What follows belongs to an exercise in optimizing a design on an open flow for small area, a short achievable clock period and few clock cycles; a production flow would make more cautious choices.
In this exercise RTL edits were held to simulation tests only and were not proved equivalent to the original.
No activity file was given, so power comes from the tool's default toggle rates.

==> design/flow/design.v <==
module dab_fv (
    input  wire        clk,
    input  wire        rst,           
    input  wire        req_valid,
    output wire        req_ready,
    input  wire [31:0] req_cw,
    input  wire [63:0] req_opa,
    input  wire [63:0] req_opb,
    output reg         rsp_valid,
    output reg  [3:0]  rsp_status,
    output reg  [63:0] rsp_res
);
    localparam ST_OK         = 4'd0;
    localparam ST_OVERFLOW   = 4'd1;
    localparam ST_UNDERFLOW  = 4'd2;
    localparam ST_RANGE      = 4'd3;
    localparam ST_LENMISM    = 4'd4;
    localparam ST_ILL_CMD    = 4'd8;
    localparam ST_ILL_OPND   = 4'd9;
    localparam ST_ILL_STATE  = 4'd10;
    localparam C_RDSR = 0, C_WR = 1, C_RD = 2, C_PEEK = 3, C_REM = 4, C_BRST = 5,
               C_SLICE = 6, C_CCOMP = 7, C_CVER = 8, C_FCFG = 9, C_FNEW = 10,
               C_LATCH = 11, C_COMMIT = 12, C_FIBRD = 13, C_MCFG = 14, C_MPARSE = 15;
    localparam K_LATCH = 2'd0;
    localparam K_COMP  = 2'd1;
    localparam K_VER   = 2'd2;
    localparam K_MSC   = 2'd3;
    function [15:0] crc_m;
        input [15:0] c;
        begin
            crc_m[0] = ^(c & 16'h859B);
            crc_m[1] = ^(c & 16'h0B36);
            crc_m[2] = ^(c & 16'h166C);
            crc_m[3] = ^(c & 16'h2CD8);
            crc_m[4] = ^(c & 16'h59B0);
            crc_m[5] = ^(c & 16'h36FB);
            crc_m[6] = ^(c & 16'h6DF7);
            crc_m[7] = ^(c & 16'hDBEE);
            crc_m[8] = ^(c & 16'hB7DC);
            crc_m[9] = ^(c & 16'h6FB8);
            crc_m[10] = ^(c & 16'hDF70);
            crc_m[11] = ^(c & 16'hBEE1);
            crc_m[12] = ^(c & 16'hF859);
            crc_m[13] = ^(c & 16'hF0B3);
            crc_m[14] = ^(c & 16'hE166);
            crc_m[15] = ^(c & 16'hC2CD);
        end
    endfunction
    function [15:0] crc_n;
        input [63:0] d;
        begin
            crc_n[0] = ^(d & 64'h859B040B1C581911);
            crc_n[1] = ^(d & 64'h0B36081638B03222);
            crc_n[2] = ^(d & 64'h166C102C71606444);
            crc_n[3] = ^(d & 64'h2CD82058E2C0C888);
            crc_n[4] = ^(d & 64'h59B040B1C5819110);
            crc_n[5] = ^(d & 64'h36FB8568975B3B31);
            crc_n[6] = ^(d & 64'h6DF70AD12EB67662);
            crc_n[7] = ^(d & 64'hDBEE15A25D6CECC4);
            crc_n[8] = ^(d & 64'hB7DC2B44BAD9D988);
            crc_n[9] = ^(d & 64'h6FB8568975B3B310);
            crc_n[10] = ^(d & 64'hDF70AD12EB676620);
            crc_n[11] = ^(d & 64'hBEE15A25D6CECC40);
            crc_n[12] = ^(d & 64'hF859B040B1C58191);
            crc_n[13] = ^(d & 64'hF0B36081638B0322);
            crc_n[14] = ^(d & 64'hE166C102C7160644);
            crc_n[15] = ^(d & 64'hC2CD82058E2C0C88);
        end
    endfunction
    function [15:0] crc_mk;
        input [2:0] p;
        begin
            case (p)
                3'd0: crc_mk = 16'h313E;
                3'd1: crc_mk = 16'hF1CE;
                3'd2: crc_mk = 16'h0E10;
                3'd3: crc_mk = 16'h110C;
                3'd4: crc_mk = 16'h84C0;
                3'd5: crc_mk = 16'hCC9C;
                3'd6: crc_mk = 16'h1D0F;
                default: crc_mk = 16'hE1F0;
            endcase
        end
    endfunction
    reg [511:0] bb;                    
    reg [9:0]  bbwr, bbrd, bbrem;      
    reg        vwvalid;
    reg [9:0]  vwbase, vwlen, vwrd;
    reg [9:0]  vwabs, vwrem;           
    reg [2:0]  fibcount;
    reg [1:0]  fstate;
    reg [2:0]  fibn;
    reg [255:0] fibmem [0:3];          
    reg [7:0]  sc_cfgd;
    reg [7:0]  sc_hc;
    reg [7:0]  sc_long;                
    reg [9:0]  sc_plen [0:7];          
    reg        msc_present;
    reg [2:0]  msc_subch;
    reg [9:0]  msc_base, msc_len;
    reg        msc_hascrc;
    reg [3:0]  fibvalid;
    reg        framevalid;
    reg        fib_v;                  
    reg        msc_valid;
    reg [3:0]  op_left;                
    reg [1:0]  op_kind;
    reg [8:0]  ptr;
    reg [15:0] op_exp;
    reg [1:0]  lj;
    reg [2:0]  sp_n;                   
    reg [9:0]  sp_ptr;                 
    reg rst_q;
    always @(posedge clk) rst_q <= rst;
    reg         rdy;
    assign req_ready = rdy;
    wire        take = req_valid & rdy & ~rst;
    wire [31:0] icw = req_cw;
    wire [15:0] i_cmd;
    assign i_cmd[C_RDSR]   = (icw & 32'hFFFFFF00) == 32'h01000000;
    assign i_cmd[C_WR]     = (icw & 32'hFFFFFF00) == 32'h10000000;
    assign i_cmd[C_RD]     = (icw & 32'hFF7FFF00) == 32'h11000000;
    assign i_cmd[C_PEEK]   = (icw & 32'hFF7FFF00) == 32'h12000000;
    assign i_cmd[C_REM]    = (icw & 32'hFF7FFFFF) == 32'h13000000;
    assign i_cmd[C_BRST]   = icw == 32'h14000000;
    assign i_cmd[C_SLICE]  = icw == 32'h15000000;
    assign i_cmd[C_CCOMP]  = icw == 32'h20000000;
    assign i_cmd[C_CVER]   = (icw & 32'hFFFF0000) == 32'h21000000;
    assign i_cmd[C_FCFG]   = (icw & 32'hFFFFFF00) == 32'h30000000;
    assign i_cmd[C_FNEW]   = icw == 32'h31000000;
    assign i_cmd[C_LATCH]  = icw == 32'h32000000;
    assign i_cmd[C_COMMIT] = icw == 32'h33000000;
    assign i_cmd[C_FIBRD]  = (icw & 32'hFFFFFCE0) == 32'h34000000;
    assign i_cmd[C_MCFG]   = (icw & 32'hFFFFFE00) == 32'h38000000;
    assign i_cmd[C_MPARSE] = (icw & 32'hFFFFFF00) == 32'h39000000;
    wire [7:0]  iw    = icw[7:0];
    wire [6:0]  i_n   = req_opb[9:3];                  
    wire [2:0]  i_pad = 3'd0 - i_n[2:0];
    wire [4:0]  i_q   = ({1'b0, i_n[6:3]}) + {4'd0, (i_n[2:0] != 3'd0)};
    reg         q_valid;
    reg  [15:0] q_cmd;
    reg  [15:0] q_cw;            
    reg         q_t;             
    reg         q_wbad;          
    reg  [63:0] q_opa;
    reg         q_opa_hi;        
    reg  [9:0]  q_opb;
    reg         q_opb_hi;        
    reg         q_rbad;          
    reg         q_wovf;          
    reg  [8:0]  q_s;             
    reg  [2:0]  q_pad;           
    reg  [4:0]  q_q;             
    reg  [5:0]  q_wamt;          
    reg  [9:0]  q_plen;
    reg  [10:0] q_pend;          
    reg         q_phc, q_pcfgd;
    reg  [2:0]  q_mpad;          
    reg  [3:0]  q_mq;            
    genvar gk;
    wire [10:0] wr_end  = {1'b0, bbwr} + {4'd0, q_cw[6:0]};
    wire        e_cmd   = q_valid & (op_left == 4'd0);
    wire        wr_ok   = e_cmd & q_cmd[C_WR] & ~q_wbad & ~q_wovf;
    wire        bb_zero = rst_q | (e_cmd & q_cmd[C_BRST]);
    wire [10:0] nx_bbwr = bb_zero ? 11'd0 : wr_ok ? wr_end : {1'b0, bbwr};
    wire [10:0] nx_free = 11'd512 - nx_bbwr;
    wire [10:0] cs_a    = {1'b0, req_opa[9:0]};
    wire [10:0] cs_b    = {1'b0, req_opb[9:0]};
    wire [10:0] cs_c    = ~nx_bbwr;
    wire [10:0] cs_s    = cs_a ^ cs_b ^ cs_c;
    wire [11:0] cs_y    = {(cs_a & cs_b) | (cs_a & cs_c) | (cs_b & cs_c), 1'b0};
    wire [12:0] cs_t    = {2'b00, cs_s} + {1'b0, cs_y};
    wire        i_rbad  = (|req_opa[63:10]) | (|req_opb[63:10]) | (cs_t[12:11] != 2'b00);
    wire        i_wovf  = {4'd0, iw[6:0]} > nx_free;
    wire [2:0]  i_sid   = iw[2:0];
    wire        i_fwd   = q_valid & q_cmd[C_MCFG] & (q_cw[7:3] == 5'd0) &
                          ~(q_cw[8] & (q_opa[2:0] != 3'd0)) & (q_cw[2:0] == i_sid);
    wire [9:0]  i_plen  = rst_q ? 10'd0 : i_fwd ? (q_opa_hi ? 10'd1023 : q_opa[9:0]) : sc_plen[i_sid];
    wire        i_phc   = ~rst_q & (i_fwd ? q_cw[8] : sc_hc[i_sid]);
    wire        i_pcfgd = ~rst_q & (i_fwd | sc_cfgd[i_sid]);
    wire [6:0]  i_mn    = i_plen[9:3] + 7'd2;                
    wire [2:0]  i_mpad  = 3'd0 - i_mn[2:0];
    always @(posedge clk) begin
        q_valid  <= take;
        q_wamt   <= bb_zero ? 6'd0 - iw[5:0]
                  : wr_ok   ? 6'd0 - wr_end[5:0] - iw[5:0]
                  :           6'd0 - bbwr[5:0] - iw[5:0];
        q_plen   <= i_plen;
        q_pend   <= {1'b0, i_plen} + 11'd16;
        q_phc    <= i_phc;
        q_pcfgd  <= i_pcfgd;
        q_mpad   <= i_mpad;
        q_mq     <= i_mn[6:3] + {3'd0, (i_mn[2:0] != 3'd0)};
        q_cmd    <= i_cmd;
        q_cw     <= icw[15:0];
        q_t      <= icw[23];
        q_wbad   <= (iw == 8'd0) || (iw > 8'd64);
        q_opa    <= req_opa;
        q_opa_hi <= |req_opa[63:10];
        q_opb    <= req_opb[9:0];
        q_opb_hi <= |req_opb[63:10];
        q_rbad   <= i_rbad;
        q_wovf   <= i_wovf;
        q_s      <= req_opa[8:0] - {3'd0, i_pad, 3'd0};
        q_pad    <= i_pad;
        q_q      <= i_q;
    end
    wire opc  = op_left != 4'd0;       
    wire cons = q_valid & ~opc;        
    wire [7:0]  imm      = q_cw[7:0];
    wire [6:0]  w7       = imm[6:0];
    wire        range_bad = q_rbad;
    wire        wr_ovf   = q_wovf;
    wire        rd_under = q_t ? ({3'd0, w7} > vwrem) : ({3'd0, w7} > bbrem);
    wire [8:0]  rd_base  = q_t ? vwabs[8:0] : bbrd[8:0];
    wire [8:0]  rd_x     = rd_base + {3'b111, 6'd0} + {1'b0, imm};    
    wire [2:0]  sid    = imm[2:0];
    wire        sid_ok = imm[7:3] == 5'd0;
    wire [9:0]  p_len  = q_plen;
    wire        p_hc   = q_phc;
    wire [10:0] p_end  = q_pend;
    wire [2:0]  m_pad  = q_mpad;
    wire [3:0]  m_q    = q_mq;
    wire [8:0]  m_x    = vwbase[8:0] - {3'd0, m_pad, 3'd0};
    reg [10:0] sr_value;               
    always @(*) begin
        case (imm[3:0])
            4'd0:  sr_value = 11'd512;
            4'd1:  sr_value = {1'b0, bbwr};
            4'd2:  sr_value = {1'b0, bbrd};
            4'd3:  sr_value = {10'd0, vwvalid};
            4'd4:  sr_value = {1'b0, vwbase};
            4'd5:  sr_value = {1'b0, vwlen};
            4'd6:  sr_value = {1'b0, vwrd};
            4'd7:  sr_value = {8'd0, fibcount};
            4'd8:  sr_value = {6'd0, fibn, fstate};
            4'd9:  sr_value = {msc_subch, 5'd0, 1'b0, msc_hascrc, msc_present};
            4'd10: sr_value = {1'b0, msc_base};
            4'd11: sr_value = {1'b0, msc_len};
            default: sr_value = 11'd0;
        endcase
    end
    wire e_rot = opc | (q_valid & (q_cmd[C_RD] | q_cmd[C_PEEK] | q_cmd[C_CCOMP] | q_cmd[C_CVER] |
                                   q_cmd[C_MPARSE] | q_cmd[C_LATCH]));
    wire e_restart = q_valid & ~opc & (q_cmd[C_BRST] | q_cmd[C_FNEW] | q_cmd[C_LATCH] |
                                        q_cmd[C_COMMIT] | (q_cmd[C_RD] & ~q_t));
    wire [4:0] sp_endh = {1'b0, sp_ptr[9:6]} + 5'd1;       
    wire bg_go = ~e_rot & ~e_restart & ~rst_q & (fstate == 2'd0) & (sp_n != 3'd4) &
                 ({1'b0, bbwr} >= {sp_endh, sp_ptr[5:0]});
    wire        wr_go = cons & q_cmd[C_WR] & ~q_wbad & ~wr_ovf;
    wire [63:0] opa_rev;
    generate
        for (gk = 0; gk < 64; gk = gk + 1) begin : g_orev
            assign opa_rev[gk] = q_opa[63-gk];
        end
    endgenerate
    wire [5:0]   wr_m   = q_wamt;
    wire [127:0] wr_dbl = {opa_rev, opa_rev};
    wire [95:0]  wr5 = wr_m[5] ? wr_dbl[127:32] : wr_dbl[95:0];
    wire [79:0]  wr4 = wr_m[4] ? wr5[95:16] : wr5[79:0];
    wire [71:0]  wr3 = wr_m[3] ? wr4[79:8]  : wr4[71:0];
    wire [67:0]  wr2 = wr_m[2] ? wr3[71:4]  : wr3[67:0];
    wire [65:0]  wr1 = wr_m[1] ? wr2[67:2]  : wr2[65:0];
    wire [63:0]  wr_rot = wr_m[0] ? wr1[65:1] : wr1[63:0];
    wire [63:0]  wr_ge = {64{1'b1}} << bbwr[5:0];           
    reg  [63:0]  wr_tail;
    wire [63:0]  wr_word = (wr_ge & wr_rot) | (~wr_ge & wr_tail);
    wire         wr_cross = wr_go & (wr_end[9:6] != {1'b0, bbwr[8:6]});
    integer wk;
    always @(posedge clk) begin
        wr_tail <= wr_cross ? wr_rot : wr_word;
        for (wk = 0; wk < 8; wk = wk + 1)
            if (!bbwr[9] && bbwr[8:6] == wk)
                bb[64*wk +: 64] <= wr_word;
    end
    reg        f_v, f_rsp;
    reg [3:0]  f_st;
    reg [15:0] f_res;                  
    reg        f_rd, f_fib;
    reg        f_fc;                   
    reg        f_oc;                   
    reg        f_first, f_last;
    reg [1:0]  f_kind;
    reg [8:0]  f_x;
    reg [6:0]  f_keep;
    reg [2:0]  f_pad;
    reg [1:0]  f_slot, f_j;
    reg        f_sr8, f_sr9, f_commit, f_ficnew, f_bbrst, f_mscimm;
    reg [3:0] left_nx;
    reg [9:0] bbwr_n, bbrd_n, bbrem_n;
    reg [1:0] fstate_n;
    reg [2:0] sp_n_n;
    reg       mcfg_now;
    integer i;
    always @(posedge clk) begin
        f_v      <= 1'b0;
        f_rsp    <= 1'b0;
        f_st     <= ST_OK;
        f_res    <= 16'd0;
        f_rd     <= 1'b0;
        f_fib    <= 1'b0;
        f_fc     <= 1'b0;
        f_oc     <= 1'b0;
        f_first  <= 1'b0;
        f_last   <= 1'b0;
        f_kind   <= op_kind;
        f_x      <= sp_ptr[8:0];
        f_keep   <= 7'd64;
        f_pad    <= 3'd0;
        f_slot   <= fibn[1:0];
        f_j      <= sp_n[1:0];
        f_sr8    <= 1'b0;
        f_sr9    <= 1'b0;
        f_commit <= 1'b0;
        f_ficnew <= 1'b0;
        f_bbrst  <= 1'b0;
        f_mscimm <= 1'b0;
        if (rst_q) begin
            bbwr        <= 10'd0;
            bbrd        <= 10'd0;
            bbrem       <= 10'd0;
            vwvalid     <= 1'b0;
            vwbase      <= 10'd0;
            vwlen       <= 10'd0;
            vwrd        <= 10'd0;
            vwabs       <= 10'd0;
            vwrem       <= 10'd0;
            fibcount    <= 3'd0;
            fstate      <= 2'd0;
            fibn        <= 3'd0;
            sc_cfgd     <= 8'd0;
            sc_hc       <= 8'd0;
            sc_long     <= 8'd0;
            for (i = 0; i < 8; i = i + 1)
                sc_plen[i] <= 10'd0;
            msc_present <= 1'b0;
            msc_subch   <= 3'd0;
            msc_base    <= 10'd0;
            msc_len     <= 10'd0;
            msc_hascrc  <= 1'b0;
            sp_n        <= 3'd0;
            sp_ptr      <= 10'd0;
        end else begin
            left_nx  = 4'd0;
            bbwr_n   = bbwr;
            bbrd_n   = bbrd;
            bbrem_n  = bbrem;
            fstate_n = fstate;
            mcfg_now = 1'b0;
            if (bg_go) begin
                f_fc    <= 1'b1;
                f_first <= sp_n == 3'd0;
            end
            if (opc) begin
                left_nx  = op_left - 4'd1;
                f_v      <= 1'b1;
                f_res    <= (op_kind == K_LATCH) ? 16'd0 : op_exp;
                f_x      <= ptr;
                f_last   <= op_left == 4'd1;
                f_rsp    <= op_left == 4'd1;
                f_j      <= lj;
                if (op_kind == K_LATCH) begin
                    f_fc    <= 1'b1;
                end else begin
                    f_oc    <= 1'b1;
                end
                ptr      <= ptr + 9'd64;
                lj       <= lj + 2'd1;
            end else if (q_valid) begin
                f_v   <= 1'b1;
                f_rsp <= 1'b1;
                if (q_cmd[C_RDSR]) begin
                    if (imm > 8'd11) f_st <= ST_ILL_OPND;
                    else begin
                        f_res <= {5'd0, sr_value};
                        f_sr8 <= imm[3:0] == 4'd8;
                        f_sr9 <= imm[3:0] == 4'd9;
                    end
                end else if (q_cmd[C_WR]) begin
                    if (q_wbad)      f_st <= ST_ILL_OPND;
                    else if (wr_ovf) f_st <= ST_OVERFLOW;
                    else begin
                        bbwr_n  = wr_end[9:0];
                        bbrem_n = bbrem + {3'd0, w7};
                    end
                end else if (q_cmd[C_RD] | q_cmd[C_PEEK]) begin
                    f_x    <= rd_x;
                    f_keep <= w7;
                    if (q_wbad)                 f_st <= ST_ILL_OPND;
                    else if (q_t && !vwvalid)   f_st <= ST_ILL_STATE;
                    else if (rd_under)          f_st <= ST_UNDERFLOW;
                    else begin
                        f_rd <= 1'b1;
                        if (q_cmd[C_RD]) begin
                            if (q_t) begin
                                vwrd  <= vwrd + {3'd0, w7};
                                vwabs <= vwabs + {3'd0, w7};
                                vwrem <= vwrem - {3'd0, w7};
                            end else begin
                                bbrd_n  = bbrd + {3'd0, w7};
                                bbrem_n = bbrem - {3'd0, w7};
                            end
                        end
                    end
                end else if (q_cmd[C_REM]) begin
                    if (q_t && !vwvalid) f_st  <= ST_ILL_STATE;
                    else if (q_t)        f_res <= {6'd0, vwrem};
                    else                 f_res <= {6'd0, bbrem};
                end else if (q_cmd[C_BRST]) begin
                    bbwr_n      = 10'd0;
                    bbrd_n      = 10'd0;
                    bbrem_n     = 10'd0;
                    vwvalid     <= 1'b0;
                    vwbase      <= 10'd0;
                    vwlen       <= 10'd0;
                    vwrd        <= 10'd0;
                    vwabs       <= 10'd0;
                    vwrem       <= 10'd0;
                    msc_present <= 1'b0;
                    msc_subch   <= 3'd0;
                    msc_base    <= 10'd0;
                    msc_len     <= 10'd0;
                    msc_hascrc  <= 1'b0;
                    f_bbrst     <= 1'b1;
                end else if (q_cmd[C_SLICE]) begin
                    if (range_bad) f_st <= ST_RANGE;
                    else begin
                        vwvalid <= 1'b1;
                        vwbase  <= q_opa[9:0];
                        vwlen   <= q_opb;
                        vwrd    <= 10'd0;
                        vwabs   <= q_opa[9:0];
                        vwrem   <= q_opb;
                    end
                end else if (q_cmd[C_CCOMP] | q_cmd[C_CVER]) begin
                    f_x     <= q_s;
                    f_keep  <= (q_q == 5'd0) ? 7'd0 : 7'd64 - {1'b0, q_pad, 3'd0};
                    f_pad   <= q_pad;
                    f_kind  <= q_cmd[C_CCOMP] ? K_COMP : K_VER;
                    f_first <= 1'b1;
                    op_kind <= q_cmd[C_CCOMP] ? K_COMP : K_VER;
                    op_exp  <= q_cw;
                    ptr     <= q_s + 9'd64;
                    if (q_opb[2:0] != 3'd0) f_st <= ST_ILL_OPND;
                    else if (range_bad)     f_st <= ST_RANGE;
                    else begin
                        f_oc    <= 1'b1;
                        f_res   <= q_cw;
                        f_last  <= q_q[3:0] <= 4'd1;
                        if (q_q[3:0] > 4'd1) begin
                            f_rsp   <= 1'b0;
                            left_nx = q_q[3:0] - 4'd1;
                        end
                    end
                end else if (q_cmd[C_FCFG]) begin
                    if (imm != 8'd3 && imm != 8'd4)          f_st <= ST_ILL_OPND;
                    else if (fstate != 2'd0 || fibn != 3'd0)  f_st <= ST_ILL_STATE;
                    else fibcount <= imm[2:0];
                end else if (q_cmd[C_FNEW]) begin
                    fstate_n = 2'd0;
                    fibn     <= 3'd0;
                    f_ficnew <= 1'b1;
                end else if (q_cmd[C_LATCH]) begin
                    f_x     <= (sp_n == 3'd3) ? sp_ptr[8:0] : bbrd[8:0];
                    f_j     <= (sp_n == 3'd3) ? 2'd3 : 2'd0;
                    f_first <= sp_n != 3'd3;
                    op_kind <= K_LATCH;
                    ptr     <= bbrd[8:0] + 9'd64;
                    lj      <= 2'd1;
                    if (fibcount == 3'd0)        f_st <= ST_ILL_STATE;
                    else if (fstate != 2'd0)     f_st <= ST_ILL_STATE;
                    else if (bbrem < 10'd256)    f_st <= ST_UNDERFLOW;
                    else begin
                        bbrd_n   = bbrd + 10'd256;
                        bbrem_n  = bbrem - 10'd256;
                        fstate_n = 2'd1;
                        if (sp_n == 3'd3) begin
                            f_fc <= 1'b1;
                        end else if (sp_n != 3'd4) begin
                            f_fc    <= 1'b1;
                            f_rsp   <= 1'b0;
                            left_nx = 4'd3;
                        end
                    end
                end else if (q_cmd[C_COMMIT]) begin
                    if (fstate != 2'd1) f_st <= ST_ILL_STATE;
                    else begin
                        f_commit <= 1'b1;
                        fibn     <= fibn + 3'd1;
                        fstate_n = (fibn + 3'd1 < fibcount) ? 2'd0 : 2'd2;
                    end
                end else if (q_cmd[C_FIBRD]) begin
                    if ({1'b0, q_cw[9:8]} >= fibn) f_st <= ST_ILL_STATE;
                    else begin
                        f_fib <= 1'b1;
                        f_res <= {9'd0, q_cw[9:8], q_cw[4:0]};
                    end
                end else if (q_cmd[C_MCFG]) begin
                    mcfg_now = 1'b1;
                    if (!sid_ok)                            f_st <= ST_ILL_OPND;
                    else if (q_cw[8] && q_opa[2:0] != 3'd0) f_st <= ST_ILL_OPND;
                    else begin
                        sc_cfgd[sid] <= 1'b1;
                        sc_hc[sid]   <= q_cw[8];
                        sc_long[sid] <= q_cw[8] & (q_opa_hi | (q_opa[9:3] >= 7'd7));
                        sc_plen[sid] <= q_opa_hi ? 10'd1023 : q_opa[9:0];
                    end
                end else if (q_cmd[C_MPARSE]) begin
                    f_x     <= m_x;
                    f_keep  <= 7'd64 - {1'b0, m_pad, 3'd0};
                    f_pad   <= m_pad;
                    f_kind  <= K_MSC;
                    f_first <= 1'b1;
                    op_kind <= K_MSC;
                    ptr     <= m_x + 9'd64;
                    if (!sid_ok)                 f_st <= ST_ILL_OPND;
                    else if (!q_pcfgd)           f_st <= ST_ILL_STATE;
                    else if (!vwvalid)           f_st <= ST_ILL_STATE;
                    else if (vwlen < p_len)      f_st <= ST_LENMISM;
                    else begin
                        msc_present <= 1'b1;
                        msc_subch   <= sid;
                        msc_base    <= vwbase;
                        msc_len     <= p_len;
                        msc_hascrc  <= p_hc;
                        if (!p_hc || {1'b0, vwlen} < p_end) begin
                            f_mscimm <= 1'b1;
                            f_res    <= {15'd0, !p_hc};
                        end else begin
                            f_oc    <= 1'b1;
                            f_last  <= m_q == 4'd1;
                            if (m_q != 4'd1) begin
                                f_rsp   <= 1'b0;
                                left_nx = m_q - 4'd1;
                            end
                        end
                    end
                end else begin
                    f_st <= ST_ILL_CMD;
                end
            end
            if (e_restart) begin
                sp_n_n   = 3'd0;
                sp_ptr   <= bbrd_n;
            end else begin
                sp_n_n   = sp_n + {2'd0, bg_go};
                if (bg_go) sp_ptr <= {sp_endh[3:0], sp_ptr[5:0]};
            end
            sp_n    <= sp_n_n;
            bbwr    <= bbwr_n;
            bbrd    <= bbrd_n;
            bbrem   <= bbrem_n;
            fstate  <= fstate_n;
            op_left <= left_nx;
            rdy     <= ~(take & ((i_cmd[C_LATCH] & (sp_n_n < 3'd3)) |
                                 (i_cmd[C_MPARSE] & (mcfg_now | sc_long[iw[2:0]])) |
                                 ((i_cmd[C_CCOMP] | i_cmd[C_CVER]) & (i_q > 5'd1))))
                       & (left_nx <= 4'd1);
        end
        if (rst) begin
            rdy     <= 1'b1;
            op_left <= 4'd0;
            f_v     <= 1'b0;
            f_fc    <= 1'b0;
        end
    end
    reg [127:0] pair;
    always @(*) begin
        case (f_x[8:6])
            3'd0: pair = {bb[127:64],  bb[63:0]};
            3'd1: pair = {bb[191:128], bb[127:64]};
            3'd2: pair = {bb[255:192], bb[191:128]};
            3'd3: pair = {bb[319:256], bb[255:192]};
            3'd4: pair = {bb[383:320], bb[319:256]};
            3'd5: pair = {bb[447:384], bb[383:320]};
            3'd6: pair = {bb[511:448], bb[447:384]};
            default: pair = {bb[63:0], bb[511:448]};
        endcase
    end
    wire [95:0] sh5 = f_x[5] ? pair[127:32] : pair[95:0];
    wire [79:0] sh4 = f_x[4] ? sh5[95:16]   : sh5[79:0];
    reg [7:0] fib_byte;
    integer fb;
    always @(*) begin
        fib_byte = 8'd0;
        for (fb = 0; fb < 128; fb = fb + 1)
            fib_byte = fib_byte | (fibmem[fb / 32][255 - 8*(fb % 32) -: 8] & {8{f_res[6:0] == fb}});
    end
    reg        p_v, p_rsp;
    reg [3:0]  p_st;
    reg [15:0] p_res;
    reg [79:0] p_sh;
    reg [3:0]  p_x;
    reg        p_rd, p_fc, p_oc, p_first, p_last;
    reg [1:0]  p_kind;
    reg [6:0]  p_keep;
    reg [2:0]  p_pad;
    reg [1:0]  p_slot, p_j;
    reg        p_sr8, p_sr9, p_commit, p_ficnew, p_bbrst, p_mscimm;
    always @(posedge clk) begin
        p_v      <= f_v & ~rst;
        p_fc     <= f_fc & ~rst;
        p_rsp    <= f_rsp;
        p_st     <= f_st;
        p_res    <= f_fib ? {8'd0, fib_byte} : f_res;
        p_sh     <= sh4;
        p_x      <= f_x[3:0];
        p_rd     <= f_rd;
        p_oc     <= f_oc;
        p_first  <= f_first;
        p_last   <= f_last;
        p_kind   <= f_kind;
        p_keep   <= f_keep;
        p_pad    <= f_pad;
        p_slot   <= f_slot;
        p_j      <= f_j;
        p_sr8    <= f_sr8;
        p_sr9    <= f_sr9;
        p_commit <= f_commit;
        p_ficnew <= f_ficnew;
        p_bbrst  <= f_bbrst;
        p_mscimm <= f_mscimm;
    end
    wire [71:0] sh3 = p_x[3] ? p_sh[79:8]   : p_sh[71:0];
    wire [67:0] sh2 = p_x[2] ? sh3[71:4]    : sh3[67:0];
    wire [65:0] sh1 = p_x[1] ? sh2[67:2]    : sh2[65:0];
    wire [63:0] sh0 = p_x[0] ? sh1[65:1]    : sh1[63:0];
    wire [63:0] rd_word;
    generate
        for (gk = 0; gk < 64; gk = gk + 1) begin : g_rev
            assign rd_word[63-gk] = sh0[gk];
        end
    endgenerate
    wire [63:0] keep_mask = ~({64{1'b1}} << p_keep);
    integer fk, fj;
    always @(posedge clk) begin
        for (fk = 0; fk < 4; fk = fk + 1)
            for (fj = 0; fj < 4; fj = fj + 1)
                if (p_fc && p_slot == fk && p_j == fj)
                    fibmem[fk][255 - 64*fj -: 64] <= rd_word;
    end
    reg        g_v, g_rsp;
    reg [3:0]  g_st;
    reg [63:0] g_data;
    reg [15:0] g_res;
    reg        g_rd;
    reg        g_fc, g_oc, g_first, g_last, g_empty, g_j3;
    reg [1:0]  g_kind;
    reg [2:0]  g_pad;
    reg [1:0]  g_slot;
    reg        g_sr8, g_sr9, g_commit, g_ficnew, g_bbrst, g_mscimm;
    always @(posedge clk) begin
        g_v      <= p_v & ~rst;
        g_fc     <= p_fc & ~rst;
        g_rsp    <= p_rsp;
        g_st     <= p_st;
        g_data   <= rd_word & keep_mask;
        g_res    <= p_res;
        g_rd     <= p_rd;
        g_oc     <= p_oc;
        g_first  <= p_first;
        g_last   <= p_last;
        g_empty  <= p_keep == 7'd0;
        g_j3     <= p_j == 2'd3;
        g_kind   <= p_kind;
        g_pad    <= p_pad;
        g_slot   <= p_slot;
        g_sr8    <= p_sr8;
        g_sr9    <= p_sr9;
        g_commit <= p_commit;
        g_ficnew <= p_ficnew;
        g_bbrst  <= p_bbrst;
        g_mscimm <= p_mscimm;
    end
    reg  [15:0] fib_crc, op_crc;
    wire [15:0] crc_nx  = (g_first ? crc_mk(g_pad) : crc_m(g_fc ? fib_crc : op_crc)) ^ crc_n(g_data);
    wire [15:0] crc_fin = g_empty ? 16'hFFFF : crc_nx;
    wire        crc_ok  = crc_nx == 16'd0;
    always @(posedge clk) begin
        if (rst_q) begin
            fibvalid   <= 4'd0;
            framevalid <= 1'b1;
            msc_valid  <= 1'b0;
        end else begin
            if (g_fc) begin
                fib_crc <= crc_nx;
                if (g_j3) fib_v <= crc_ok;
            end
            if (g_v) begin
                if (g_oc) begin
                    op_crc <= crc_nx;
                    if (g_last && g_kind == K_MSC) msc_valid <= crc_ok;
                end
                if (g_commit) begin
                    fibvalid[g_slot] <= fib_v;
                    framevalid       <= framevalid & fib_v;
                end
                if (g_ficnew) begin
                    fibvalid   <= 4'd0;
                    framevalid <= 1'b1;
                end
                if (g_bbrst)  msc_valid <= 1'b0;
                if (g_mscimm) msc_valid <= g_res[0];
            end
        end
    end
    always @(posedge clk) begin
        rsp_valid <= g_v & g_rsp & ~rst;
        begin
            rsp_status <= g_st;
            rsp_res    <= g_rd ? g_data : {48'd0, g_res};
            if (g_oc && g_last) begin
                case (g_kind)
                    K_COMP:  rsp_res <= {48'd0, crc_fin};
                    K_VER:   rsp_res <= {63'd0, crc_fin == g_res};
                    default: rsp_res <= {63'd0, crc_ok};
                endcase
            end
            if (g_sr8)    rsp_res[9:5] <= {framevalid, fibvalid};
            if (g_sr9)    rsp_res[2]   <= msc_valid;
            if (g_commit) rsp_res      <= {63'd0, fib_v};
        end
    end
endmodule
==> design/flow/flow/run.sh <==
#!/bin/bash
set -euo pipefail
bash standard.sh SETUP_SLACK_MARGIN=9 finish > layout.log 2>&1
==> design/flow/standard.sh <==
#!/bin/bash
# synth_recipe.tcl (not shown) runs the flow's synth.tcl, then flattens the netlist and writes it again
# the make line also repeats each setting of config.mk as NAME=value (left out here)
make -C /OpenROAD-flow-scripts/flow DESIGN_CONFIG=/design/flow/config.mk WORK_HOME=/design/flow/orfs CLKGATE_MAP_FILE= SYNTH_SCRIPT=/design/flow/synth_recipe.tcl "${@:-finish}"
==> design/flow/config.mk <==
export PLATFORM = sky130hd
export DESIGN_NAME = dab_fv
export DESIGN_NICKNAME = dab_fv
export VERILOG_FILES = /design/flow/design.v
export SDC_FILE = /design/flow/constraint.sdc
export NUM_CORES = 4
export LEC_CHECK = 0
export CAP_MARGIN = 30
export CELL_PAD_IN_SITES_DETAIL_PLACEMENT = 1
export CELL_PAD_IN_SITES_GLOBAL_PLACEMENT = 2
export CORE_MARGIN = 2
export CORE_UTILIZATION = 20
export CTS_CLUSTER_DIAMETER = 100
export CTS_CLUSTER_SIZE = 20
export PLACE_DENSITY = 0.45
export SLEW_MARGIN = 40
==> design/flow/constraint.sdc <==
create_clock -name core_clock -period 12.0 [get_ports {clk}]
set_input_delay 2.4000 -clock core_clock [delete_from_list [all_inputs] [get_ports {clk}]]
set_output_delay 2.4000 -clock core_clock [all_outputs]
set_load 0.01 [all_outputs]
==> metrics.log, run 1 <==
[metrics] post-route DRC violation count: 0
[metrics] Final GP Congestion: just under 0.9
[metrics] number of sinks driven by the clock tree: 2425
[metrics] RSZ-0062 raised after global routing: true
[metrics] normalized max-slew margin: 0.205
[metrics] worst-margin pin slew: approximately 1200 ps
[metrics] portion of total power attributed to sequential cells: 0.306
[metrics] main area contributors after synthesis: sky130_fd_sc_hd__edfxtp_1 46%, sky130_fd_sc_hd__dfxtp_1 14%, sky130_fd_sc_hd__mux4_2 5.8%
[metrics] overall via count from detail_route: 83800
[metrics] Root Buffer Master: sky130_fd_sc_hd__clkbuf_16
[metrics] layout cell share with drive strength beyond 1: 0.314
[metrics] length of the first detailed-routing pass in iterations: 6
[metrics] largest area contributor in the netlist: sky130_fd_sc_hd__edfxtp_1
[metrics] worst path arrival time: 4950 ps
[metrics] global routing usage summed across all routing layers: 0.198
[metrics] Antenna Violating Nets Remaining: 0
[metrics] filler-free cell count of the finished design: 17000
[metrics] Leak Pwr: ~49 nW
[metrics] switching power of the nets: roughly 16 mW
[metrics] Worst Hold Slack: between 200 and 300 ps
[metrics] width of the die: approximately 750 um
[metrics] simple-gate share of the synthesized area: 0.0851
[metrics] clock period minus final worst setup slack: just over 4000 ps
[metrics] synthesis-to-layout area growth: 31.2%
[metrics] number of pins with negative max-slew slack in the final report: 0
[metrics] net switching fraction of the power: 0.420
[metrics] Post-Synth XOR/XNOR Area: 0.0373
[metrics] clock tree skew after final layout: between 80 and 90 ps
[metrics] detailed-route wire length: around 580 mm
[metrics] least setup slack across all paths after layout: ~8000 ps
[metrics] clock tree from TritonCTS: done
[metrics] worst hold-check path type: reg2reg
[metrics] cell area after layout: between 100000 and 150000 sq um
[metrics] syn_area_per_cell: about 13 sq um
[metrics] synthesized cell area: 110000 sq um
[metrics] most used flip-flop cell after synthesis: sky130_fd_sc_hd__edfxtp_1
[metrics] crit share post-route: 0.346
[metrics] later-pin clock latency in the skew report: 950 ps
[metrics] H-tree lvl count: 4
[metrics] starting density of the core: 0.201
[metrics] crit start category: input pin
[metrics] via count of the first global-routing pass: 84500
[metrics] post-place instance area: 126000 sq um
[metrics] Crit. End Element: register
[metrics] clock slew at reported path FFs: approximately 80 ps
[metrics] part of the power in combinational logic: 0.537
[metrics] area of the die: approximately 560000 sq um
[metrics] overflow left after global routing: 0
[metrics] Compound-Gate Fraction of Synth Area: 0.124
[metrics] number of endpoints with negative hold slack in the final report: 0
[metrics] fraction of the mapped netlist area in adder cells: 0.0234
[metrics] net count of the mapped netlist: approximately 9000
[metrics] NumNets Final: 9951
[metrics] post-synth cell types: between 90 and 100
[metrics] detailed placement HPWL: 390 mm
[metrics] Power per Cell Area: about 260 nW/um^2
[metrics] total of warnings raised by yosys: 2
[metrics] clock power share: 0.156
[metrics] Syn Inst Count: a little under 9000
[metrics] initial antenna violation count: 84
[metrics] flop and latch count out of synthesis: roughly 2400
[metrics] number of ports placed on the die boundary: ~230
[metrics] Post-synth EDFFs: 1678
[metrics] register area share after synthesis: 0.593
[metrics] Internal: 22.2 mW
[metrics] top fanout value on the critical path: 2
[metrics] critical path data required time: around 13000 ps
[metrics] mux share of post-synthesis cell area: 0.113
[metrics] global-route wire length before repair: between 700 and 800 mm
[metrics] maximum number of buffers from clock root to sink: 4
[metrics] combinational family with the most area after synthesis: compound AO/OA/AOI/OAI gates
[metrics] cell count after placement: 16100
[metrics] IR Drop Worst-Case VDD: between 0.7 and 0.8 mV
[metrics] largest net degree at the start of global routing: 80
[metrics] count of buffers from port buffering: 232
[metrics] share of async-settable or async-resettable flops after synthesis: 0
[metrics] count of final setup violators: 0
[metrics] Core ar.: approximately 550000 sq um
[metrics] worst setup timing slack at the placement stage: approximately 6300 ps
[metrics] post-layout util: 0.264
[metrics] maximum capacitance violations: 0
[metrics] Routed WL per cell: between 30 and 40 um
[metrics] Total Power Consumption: about 38 mW
[metrics] Worst Setup Path Type: in2reg
[metrics] run status: finished clean
[metrics] Row Count: between 200 and 300
[metrics] vias per cell: a little under 5
[metrics] highest clock rate: 0.241 GHz
[metrics] number of buffers inserted during clock tree synthesis: between 150 and 200
[metrics] Synth top area share: 0.457
[metrics] die span in y: between 700 and 800 um
[metrics] number of violations reported at the end of detailed-routing iteration 0: just under 9000
[metrics] final setup TNS: 0 ps
==> layer usage <==
| metal | global-route usage | wire length (um) | up-vias |
|---|---|---|---|
| li1 | - | - | 35000 |
| met1 | 0.273 | 255000 | 44800 |
| met2 | 0.320 | 264000 | 3230 |
| met3 | 0.0268 | 35800 | 773 |
| met4 | 0.0667 | 22600 | 22 |
| met5 | 0 | 149 | - |
==> final cells by class <==
class | instances | area [sq um]
clock inverters | 49 | 646
clock buffers | 212 | 4290
multi-input cells | 5555 | 50000
well taps | 7261 | 9080
diodes | 24 | 60.1
flip-flops and latches | 2425 | 65700
repair buffers | 1242 | 13900
inverters | 211 | 887
fillers | 59200 | 404000
==> sequential cells by signal, summed over array words and instances, names as in the netlist, 61 cells and up <==
name and count:
wr_tail 63, fibmem 1024, g_data 64, sc_plen 80, bb 512, rsp_res 64, p_sh 79, q_opa 61
==> cell usage after synthesis, types with 54 or more instances <==
library cell and number:
sky130_fd_sc_hd__a21o_1 68, sky130_fd_sc_hd__a21oi_1 457, sky130_fd_sc_hd__mux4_2 285, sky130_fd_sc_hd__clkbuf_1 368, sky130_fd_sc_hd__xnor2_1 315, sky130_fd_sc_hd__a211oi_1 114, sky130_fd_sc_hd__nand4_1 89, sky130_fd_sc_hd__ha_1 172
sky130_fd_sc_hd__edfxtp_1 1678, sky130_fd_sc_hd__and2_1 92, sky130_fd_sc_hd__buf_1 78, sky130_fd_sc_hd__a221oi_1 212, sky130_fd_sc_hd__nand2_1 491, sky130_fd_sc_hd__nor4_1 73, sky130_fd_sc_hd__a22oi_1 206, sky130_fd_sc_hd__inv_1 207
sky130_fd_sc_hd__dfxtp_1 747, sky130_fd_sc_hd__nor2_1 783, sky130_fd_sc_hd__a22o_1 191, sky130_fd_sc_hd__mux2i_1 447, sky130_fd_sc_hd__xor2_1 114, sky130_fd_sc_hd__nor3_1 92, sky130_fd_sc_hd__o21ai_0 352, sky130_fd_sc_hd__nand3_1 112
sky130_fd_sc_hd__nor2b_1 117, sky130_fd_sc_hd__a31oi_1 54, sky130_fd_sc_hd__mux2_2 139
==> cells by family (layout without fill, tap and decap cells) <==
group	after synthesis	in the layout
AND/OR/NAND/NOR	2022	2037
flip-flops	2425	2425
buffers and inverters	689	1714
adder cells (fa/ha/maj)	194	194
XOR/XNOR	446	446
multiplexers	873	873
other	0	24
AO/OA/AOI/OAI	2005	2005
==> critical path, stage by stage <==
cell and delay (ps):
sky130_fd_sc_hd__buf_6 100, sky130_fd_sc_hd__nor4_4 330, sky130_fd_sc_hd__nand4_1 180, sky130_fd_sc_hd__or3_4 370, sky130_fd_sc_hd__or2_4 240, sky130_fd_sc_hd__or4b_4 510, sky130_fd_sc_hd__nor4_4 300, sky130_fd_sc_hd__nor2_1 90
sky130_fd_sc_hd__o21ai_1 120, sky130_fd_sc_hd__a21oi_1 80, sky130_fd_sc_hd__a41o_1 240
==> path summary, 6_finish.rpt <==
path | slack [ps] | start | end | cells after the start
worst max register to register | 8220 | op_left[1] | q_rbad | 18
worst max-delay path | 7850 | req_cw[21] | rdy | 11
worst min register to register | 300 | f_ficnew | p_ficnew | 0
worst min-delay path | 300 | f_ficnew | p_ficnew | 0
==> cells in the final DEF, fill, tap and decap left out, types with 68 or more instances in the layout <==
cell,netlist,final
sky130_fd_sc_hd__clkbuf_16,0,174
sky130_fd_sc_hd__clkdlybuf4s50_1,0,87
sky130_fd_sc_hd__xnor2_1,315,221
sky130_fd_sc_hd__o21ai_0,352,262
sky130_fd_sc_hd__nand4_1,89,89
sky130_fd_sc_hd__buf_12,0,106
sky130_fd_sc_hd__a21oi_1,457,351
sky130_fd_sc_hd__a22o_1,191,191
sky130_fd_sc_hd__nor2_1,783,550
sky130_fd_sc_hd__a22oi_1,206,196
sky130_fd_sc_hd__dfxtp_2,0,100
sky130_fd_sc_hd__nor2_4,0,168
sky130_fd_sc_hd__nand3_1,112,90
sky130_fd_sc_hd__nand2_1,491,451
sky130_fd_sc_hd__a21oi_2,1,95
sky130_fd_sc_hd__inv_1,207,166
sky130_fd_sc_hd__dfxtp_1,747,594
sky130_fd_sc_hd__and2_1,92,79
sky130_fd_sc_hd__mux2i_2,0,86
sky130_fd_sc_hd__xnor2_2,5,80
sky130_fd_sc_hd__xor2_1,114,90
sky130_fd_sc_hd__buf_4,3,626
sky130_fd_sc_hd__ha_1,172,135
sky130_fd_sc_hd__mux4_2,285,285
sky130_fd_sc_hd__mux2_2,139,138
sky130_fd_sc_hd__mux2i_1,447,298
sky130_fd_sc_hd__a211oi_1,114,68
sky130_fd_sc_hd__a221oi_1,212,175
sky130_fd_sc_hd__nor2b_1,117,105
sky130_fd_sc_hd__edfxtp_1,1678,1678
sky130_fd_sc_hd__buf_6,0,215
==> timing repair <==
action,CTS,global route
buffers inserted,386,175
pin swaps,238,297
hold buffers,0,0
setup endpoints to repair,2206,942
cloned,44,12
resized for setup,1440,685
==> power by group through the flow <==
stage / combinational (mW) / clock [mW] / sequential, mW
after global routing: 21.5 / 6.39 / 11.8
after detailed placement: 15.1 / 0 / 11.9
after global placement: 14.4 / 0 / 11.9
final: 20.5 / 5.97 / 11.7
after CTS: 18.5 / 6.16 / 11.7
after floorplan: 8.24 / 0 / 11.3
Testbench counts, summed over its fixed seeds: cycles 4,569.
==> run 2: changes to the inputs <==
--- a/design/flow/design.v
+++ b/design/flow/design.v
@@ -554,5 +554,5 @@
             op_left <= left_nx;
-            rdy     <= ~(take & ((i_cmd[C_LATCH] & (sp_n_n < 3'd3)) |
-                                 (i_cmd[C_MPARSE] & (mcfg_now | sc_long[iw[2:0]])) |
-                                 ((i_cmd[C_CCOMP] | i_cmd[C_CVER]) & (i_q > 5'd1))))
+            rdy     <= ~(take & (((icw[31:24] == 8'h32) & (sp_n_n < 3'd3)) |
+                                 ((icw[31:24] == 8'h39) & (mcfg_now | sc_long[iw[2:0]])) |
+                                 ((icw[31:25] == 7'h10) & (i_q > 5'd1))))
                        & (left_nx <= 4'd1);
==> design/flow/flow/run.sh (replaced) <==
#!/bin/bash
set -euo pipefail
bash standard.sh SETUP_SLACK_MARGIN=8 finish > layout.log 2>&1
==> metrics.log, run 2 <==
[metrics] Syn Inst Count: approximately 8700
[metrics] IR Drop Worst-Case VDD: 0.674 mV
[metrics] critical path data required time: between 10000 and 15000 ps
[metrics] crit path from: bbwr[0]
[metrics] cell with the biggest individual delay on the critical path: sky130_fd_sc_hd__dfxtp_4
[metrics] synthesized cell area: around 110000 sq um
[metrics] synthesis-to-layout area growth: 20.3%
[metrics] number of buffers inserted during clock tree synthesis: around 160
[metrics] Internal: 18.5 mW
[metrics] number of violations reported at the end of detailed-routing iteration 0: 8448
[metrics] vias per cell: between 4 and 5
[metrics] most used flip-flop cell after synthesis: sky130_fd_sc_hd__edfxtp_1
[metrics] end of the worst register-to-register path: rdy
[metrics] detailed placement HPWL: 391 mm
[metrics] Leak Pwr: 43.5 nW
[metrics] cell count of the worst reg-to-reg path: 24
[metrics] part of the power in combinational logic: 0.454
[metrics] Biggest register: fibmem
[metrics] later-pin clock latency in the skew report: ~990 ps
[metrics] worst hold-check path type: reg2reg
[metrics] number of ports placed on the die boundary: about 230
[metrics] area of the die: ~560000 sq um
[metrics] highest clock rate: ~0.23 GHz
[metrics] commonest cells after routing, fill and taps aside: 1678 x sky130_fd_sc_hd__edfxtp_1, 725 x sky130_fd_sc_hd__nor2_1, 689 x sky130_fd_sc_hd__dfxtp_1
[metrics] terminating pin of the worst hold path: g_res[2]
[metrics] number of flip-flops under the largest register name: 1024
[metrics] worst path arrival time: approximately 5100 ps
[metrics] switching power of the nets: 12.8 mW
[metrics] number of sinks driven by the clock tree: ~2400
[metrics] Post-synth EDFFs: around 1700
[metrics] total of warnings raised by yosys: 2
[metrics] startpoint of the worst register-to-register path: bbwr[0]
[metrics] initial antenna violation count: 73
[metrics] clock tree skew after final layout: 113 ps
[metrics] Worst Hold Launch: p_res[2]
[metrics] overall via count from detail_route: roughly 80000
[metrics] Final GP Congestion: between 0.8 and 0.9
[metrics] largest registers ranked by flip-flop count: fibmem: 1024 flops, bb: 512 flops, sc_plen: 80 flops
[metrics] worst-margin pin slew: just under 1000 ps
[metrics] delay contributed by the slowest stage of the critical path: around 390 ps
[metrics] Row Count: between 200 and 300
[metrics] worst setup timing slack at the placement stage: ~6200 ps
[metrics] flop and latch count out of synthesis: around 2400
[metrics] Synth top area share: 0.457
[metrics] clock period minus final worst setup slack: between 4000 and 5000 ps
[metrics] main area contributors after synthesis: sky130_fd_sc_hd__edfxtp_1 46%, sky130_fd_sc_hd__dfxtp_1 14%, sky130_fd_sc_hd__mux4_2 5.5%
[metrics] run status: finished clean
[metrics] net switching fraction of the power: 0.409
[metrics] clock tree from TritonCTS: done
[metrics] Core ar.: between 500000 and 600000 sq um
[metrics] Routed WL per cell: approximately 34 um
[metrics] H-tree lvl count: 4
[metrics] syn_area_per_cell: 12.7 sq um
[metrics] largest net degree at the start of global routing: roughly 110
[metrics] crit start category: register
[metrics] Worst Hold Slack: 314 ps
[metrics] RSZ-0062 raised after global routing: true
[metrics] count of buffers from port buffering: roughly 230
[metrics] number of pins with negative max-slew slack in the final report: 0
[metrics] leading cell type in the layout, fill and taps excluded: sky130_fd_sc_hd__edfxtp_1
[metrics] maximum capacitance violations: 0
[metrics] via count of the first global-routing pass: just over 80000
[metrics] R2R Setup Slk: roughly 7700 ps
[metrics] CTS hold repair buffers: 0
[metrics] starting density of the core: 0.201
[metrics] width of the die: 746 um
[metrics] net count of the mapped netlist: around 9000
[metrics] final setup TNS: 0 ps
[metrics] most frequent cell after synthesis: sky130_fd_sc_hd__edfxtp_1
[metrics] normalized max-slew margin: 0.357
[metrics] portion of total power attributed to sequential cells: 0.358
[metrics] largest area contributor in the netlist: sky130_fd_sc_hd__edfxtp_1
[metrics] Antenna Violating Nets Remaining: 0
[metrics] cell count after placement: approximately 16000
[metrics] post-route DRC violation count: 0
[metrics] number of endpoints with negative hold slack in the final report: 0
[metrics] maximum number of buffers from clock root to sink: 4
[metrics] overflow left after global routing: 0
[metrics] layout cell share with drive strength beyond 1: 0.183
[metrics] crit share post-route: 0.360
[metrics] die span in y: 746 um
[metrics] Root Buffer Master: sky130_fd_sc_hd__clkbuf_16
[metrics] Worst Hold Depth: 0
[metrics] global-route wire length before repair: between 700 and 800 mm
[metrics] share of async-settable or async-resettable flops after synthesis: 0
[metrics] Power per Cell Area: ~240 nW/um^2
[metrics] dominant cell type by count on the critical path: sky130_fd_sc_hd__a21o_1
[metrics] detailed-route wire length: approximately 550 mm
[metrics] leading post-synthesis cells by instance count: 1678 x sky130_fd_sc_hd__edfxtp_1, 888 x sky130_fd_sc_hd__nor2_1, 747 x sky130_fd_sc_hd__dfxtp_1
[metrics] clock power share: 0.188
[metrics] least setup slack across all paths after layout: approximately 7700 ps
[metrics] NumNets Final: 9438
[metrics] clock slew at reported path FFs: about 100 ps
[metrics] filler-free cell count of the finished design: 16500
[metrics] post-synth cell types: just under 90
[metrics] critical path cell sequence: inv_6, ha_4, nand2b_4, a21o_1, a21o_1, a21o_1, a21o_1, a21o_1, a21o_1, a21o_1, a21o_1, a21oi_4, nor4_4, ha_2, ha_4, xnor2_4, a21oi_4, nor4b_2, a31oi_1, nor3_2, o21ai_1, nand2_1, a211oi_2, a221o_1
[metrics] length of the first detailed-routing pass in iterations: 5
[metrics] count of final setup violators: 0
[metrics] top fanout value on the critical path: 2
[metrics] Total Power Consumption: 31.3 mW
[metrics] Worst Setup Path Type: reg2reg
[metrics] global routing usage summed across all routing layers: 0.191
[metrics] register area share after synthesis: 0.593
[metrics] Crit. End Element: register
==> run 2: cell types whose count changed after synthesis, sizes merged, moves of 22 or more <==
cell    delta
nor2     +105
a22oi     +67
nand2     -46
o21ai     -45
a21oi     -32
clkbuf    +30
mux2i     -23
buf       -22
==> run 2: worst max-delay path by stage <==
stage | slack [ps] | depth (start not counted) | to
6_report | 7680 | 24 | rdy
5_1_grt | 7430 | 24 | rdy
4_1_cts | 7620 | 24 | rdy
3_5_place_dp | 6220 | 11 | q_mq[3]
3_3_place_gp | 5890 | 11 | q_mq[3]
2_1_floorplan | 7360 | 2 | bb[0]
==> run 2: final cells by class <==
type                       count  area, sq um
antenna                       35         87.6
clock buffer                 224         4310
clock inverter                44          553
fill                       60100       416000
inverter                     211          835
multi-input combinational   5560        44900
sequential                  2425        65500
tap                         7261         9080
timing repair buffer         726         7250
==> run 2: repair_timing <==
action / CTS / global route
cloned: 4 / 2
pin swaps: 26 / 33
setup endpoints to repair: 310 / 161
resized for setup: 233 / 102
buffers inserted: 32 / 34
==> run 2: power groups by stage <==
stage | Sequential [mW] | Clock, mW | Combinational, mW
floorplan | 10.9 | 0 | 7.27
global placement | 11.4 | 0 | 12.7
detailed placement | 11.4 | 0 | 12.9
CTS | 11.2 | 6.07 | 13.4
global route | 11.2 | 6.32 | 15.0
finish | 11.2 | 5.89 | 14.2
==> run 2: logic make-up (layout without fill, tap and decap cells) <==
group / after synthesis / after routing / synth area share
DFF: 2425 / 2425 / 0.593
adders and majority gates: 193 / 193 / 0.0234
and+or+nand+nor: 2053 / 2055 / 0.0853
AOI/OAI and AO/OA: 2016 / 2016 / 0.126
xor gates and xnor gates: 447 / 447 / 0.0385
other: 0 / 35 / 0
muxes: 849 / 849 / 0.109
buffers and inverters: 697 / 1205 / 0.0241
==> run 2: per-layer routing <==
layer  share of wire  global-route usage
met5         0.00033                   0
met4           0.036              0.0595
met3           0.056              0.0248
met2            0.45               0.307
met1            0.45               0.267
==> run 2: per-stage QoR <==
step | util | cell area, sq um
global placement | 0.226 | 124000
CTS | 0.240 | 132000
floorplan | - | 111000
detailed placement | 0.229 | 126000
global route | 0.241 | 132000
finish | 0.241 | 132000
==> run 2: worst max-delay path: cells and delay by family, from the launching register on <==
kind,cells,cell delay [ps]
AOI/OAI and AO/OA,14,2200
and+or+nand+nor,5,700
adders and majority gates,3,620
DFF,1,390
xor gates and xnor gates,1,190
buffers and inverters,1,50
Testbench counts of run 2, summed over its fixed seeds: cycles 4,569.
==> run 3: changes to the inputs <==
==> design/flow/flow/run.sh (replaced) <==
#!/bin/bash
set -euo pipefail
bash standard.sh SETUP_SLACK_MARGIN=7.75 finish > layout.log 2>&1
==> metrics.log, run 3 <==
[metrics] post-route DRC violation count: 0
[metrics] width of the die: between 700 and 800 um
[metrics] starting density of the core: 0.201
[metrics] global-route wire length before repair: 736 mm
[metrics] number of flip-flops under the largest register name: about 1000
[metrics] Final GP Congestion: 0.857
[metrics] share of async-settable or async-resettable flops after synthesis: 0
[metrics] RSZ-0062 raised after global routing: true
[metrics] Crit. End Element: register
[metrics] worst setup timing slack at the placement stage: ~6300 ps
[metrics] cell with the biggest individual delay on the critical path: sky130_fd_sc_hd__nor4_4
[metrics] Worst Hold Launch: g_st[3]
[metrics] end of the worst register-to-register path: p_res[6]
[metrics] least setup slack across all paths after layout: 7640 ps
[metrics] layout cell share with drive strength beyond 1: 0.170
[metrics] most frequent cell after synthesis: sky130_fd_sc_hd__edfxtp_1
[metrics] number of ports placed on the die boundary: around 230
[metrics] vias per cell: 4.90
[metrics] clock tree skew after final layout: 102 ps
[metrics] number of violations reported at the end of detailed-routing iteration 0: between 8000 and 9000
[metrics] NumNets Final: 9399
[metrics] count of final setup violators: 0
[metrics] cell count after placement: roughly 16000
[metrics] top fanout value on the critical path: 2
[metrics] worst-margin pin slew: approximately 1000 ps
[metrics] normalized max-slew margin: 0.329
[metrics] post-synth cell types: about 90
[metrics] highest clock rate: 0.229 GHz
[metrics] area of the die: between 500000 and 600000 sq um
[metrics] Antenna Violating Nets Remaining: 0
[metrics] flop and latch count out of synthesis: about 2400
[metrics] worst hold-check path type: reg2reg
[metrics] Synth top area share: 0.457
[metrics] register area share after synthesis: 0.593
[metrics] largest area contributor in the netlist: sky130_fd_sc_hd__edfxtp_1
[metrics] worst path arrival time: around 5200 ps
[metrics] number of sinks driven by the clock tree: 2425
[metrics] largest net degree at the start of global routing: 127
[metrics] critical path data required time: approximately 13000 ps
[metrics] leading post-synthesis cells by instance count: 1678 x sky130_fd_sc_hd__edfxtp_1, 888 x sky130_fd_sc_hd__nor2_1, 747 x sky130_fd_sc_hd__dfxtp_1
[metrics] crit start category: input pin
[metrics] clock period minus final worst setup slack: 4360 ps
[metrics] Syn Inst Count: just under 9000
[metrics] IR Drop Worst-Case VDD: roughly 0.73 mV
[metrics] Routed WL per cell: about 33 um
[metrics] main area contributors after synthesis: sky130_fd_sc_hd__edfxtp_1 46%, sky130_fd_sc_hd__dfxtp_1 14%, sky130_fd_sc_hd__mux4_2 5.5%
[metrics] Leak Pwr: roughly 43 nW
[metrics] commonest cells after routing, fill and taps aside: 1678 x sky130_fd_sc_hd__edfxtp_1, 732 x sky130_fd_sc_hd__nor2_1, 716 x sky130_fd_sc_hd__dfxtp_1
[metrics] largest registers ranked by flip-flop count: fibmem: 1024 flops, bb: 512 flops, sc_plen: 80 flops
[metrics] synthesized cell area: approximately 110000 sq um
[metrics] length of the first detailed-routing pass in iterations: 6
[metrics] post-layout util: 0.239
[metrics] count of buffers from port buffering: around 230
[metrics] via count of the first global-routing pass: roughly 81000
[metrics] detailed-route wire length: ~550 mm
[metrics] run status: finished clean
[metrics] filler-free cell count of the finished design: 16400
[metrics] Top delay family on crit path: simple AND/OR/NAND/NOR gates
[metrics] dominant cell type by count on the critical path: sky130_fd_sc_hd__ha_1
[metrics] Post-synth EDFFs: between 1500 and 2000
[metrics] Biggest register: fibmem
[metrics] overflow left after global routing: 0
[metrics] total of warnings raised by yosys: 2
[metrics] clock slew at reported path FFs: ~80 ps
[metrics] Worst Hold Depth: 0
[metrics] clock tree from TritonCTS: done
[metrics] Root Buffer Master: sky130_fd_sc_hd__clkbuf_16
[metrics] detailed placement HPWL: 388 mm
[metrics] global routing usage summed across all routing layers: 0.189
[metrics] maximum number of buffers from clock root to sink: 4
[metrics] Power per Cell Area: ~230 nW/um^2
[metrics] maximum capacitance violations: 0
[metrics] final setup TNS: 0 ps
[metrics] delay contributed by the slowest stage of the critical path: roughly 530 ps
[metrics] initial antenna violation count: between 70 and 80
[metrics] cell count of the worst reg-to-reg path: 8
[metrics] overall via count from detail_route: roughly 80000
[metrics] syn_area_per_cell: between 10 and 15 sq um
[metrics] Row Count: about 270
[metrics] H-tree lvl count: 4
[metrics] crit path from: req_opb[4]
[metrics] number of buffers inserted during clock tree synthesis: 161
[metrics] Worst Setup Path Type: in2reg
[metrics] terminating pin of the worst hold path: rsp_status[3]
[metrics] crit share post-route: 0.364
[metrics] number of pins with negative max-slew slack in the final report: 0
[metrics] leading cell type in the layout, fill and taps excluded: sky130_fd_sc_hd__edfxtp_1
[metrics] number of endpoints with negative hold slack in the final report: 0
[metrics] R2R Setup Slk: 7710 ps
[metrics] critical path cell sequence: clkdlybuf4s50_1, inv_2, ha_1, ha_1, inv_2, ha_4, ha_1, and3_1, nor4_4, nor4bb_1, o21ai_1, nand2_1, a211oi_2, a221o_1
[metrics] net count of the mapped netlist: about 9000
[metrics] Core ar.: 549000 sq um
[metrics] startpoint of the worst register-to-register path: f_res[1]
[metrics] later-pin clock latency in the skew report: between 900 and 1000 ps
[metrics] synthesis-to-layout area growth: 19.2%
[metrics] most used flip-flop cell after synthesis: sky130_fd_sc_hd__edfxtp_1
[metrics] die span in y: around 750 um
[metrics] Bufs and invs on worst path: 3
-- run 3: cells by family after synthesis --
| family | synth area share |
|---|---|
| flip-flops | 0.593 |
| AND/OR/NAND/NOR | 0.0853 |
| AO/OA/AOI/OAI | 0.126 |
| multiplexers | 0.109 |
| buffers and inverters | 0.0241 |
| XOR/XNOR | 0.0385 |
| adder cells (fa/ha/maj) | 0.0234 |
-- run 3: metrics by stage --
| stage | power [mW] | hold WS [ps] | instance area, sq um |
|---|---|---|---|
| after global routing | 32.0 | 315 | 131000 |
| after CTS | 30.4 | 305 | 131000 |
| after floorplan | 18.2 | 310 | 110000 |
| after global placement | 23.9 | 314 | 124000 |
| final | 30.6 | 297 | 131000 |
| after detailed placement | 24.2 | 313 | 125000 |
-- run 3: worst max path at each step --
stage / endpoint / slack (ps) / cells after the start
floorplan: bb[0] / 7360 / 2
global placement: q_mq[3] / 5950 / 11
detailed placement: rdy / 6290 / 14
CTS: rdy / 7570 / 14
global route: rdy / 7470 / 25
finish: rdy / 7640 / 14
-- run 3: final cells by class --
class                   instances  area [sq um]
repair buffers                682          6610
well taps                    7261          9080
clock inverters                50           633
inverters                     211           813
multi-input cells            5562         44400
fillers                     60200        417000
diodes                         25          62.6
clock buffers                 224          4390
flip-flops and latches       2425         65400
-- run 3: routing by layer --
metal | share of wire | GRT usage
met1 | 0.46 | 0.265
met2 | 0.45 | 0.301
met3 | 0.056 | 0.0259
met4 | 0.034 | 0.0561
met5 | 0.00027 | 0
-- run 3: what timing repair did --
action	4_1_cts	5_1_grt
hold buffers	0	0
gates cloned	4	2
setup endpoints to repair	163	182
setup buffers	20	14
gates resized for setup	120	61
pin swaps	21	20
-- run 3: power by group --
part           internal (mW)  leakage (nW)  total (mW)  switching, mW
clock network           2.73          2.42        6.00           3.27
logic                   4.84          19.2        13.4           8.59
registers               10.5          21.5        11.2          0.652
total                   18.1          43.1        30.6           12.5

==> what the ideal ports hide <==
The results above use ideal ports. As a check the final layouts listed here were re-extracted and re-timed, cells and wires unchanged. Step 1, drivers: a clkbuf_16 drives clk and a buf_2 each remaining input, both assumed. Step 2, shift: input delay + t, output delay - t, t = (earliest + latest rising clock arrival at the registers) / 2. This alone moves slack from input paths to output paths. a / b / c = ideal ports / drivers / drivers and shift; a / b = the first two.
| run | t, ns | setup WS [ns] | latest minus earliest clock arrival (ns) | worst slew at a driven data input, ns | cell pins on the clock port's net |
|---|---|---|---|---|---|
| run 1 | 1.047 | 7.853 / 7.950 / 6.902 | 0.106 / 0.107 | 0.10 | 1 |
| run 2 | 1.052 | 7.681 / 7.681 / 6.783 | 0.123 / 0.124 | 0.07 | 1 |
| run 3 | 1.031 | 7.635 / 7.707 / 6.688 | 0.108 / 0.107 | 0.07 | 1 |
After both steps every run listed still meets setup and hold. For run 1, which loses most, drivers alone change the setup slack by +0.097 ns; drivers and shift together by -0.951 ns.
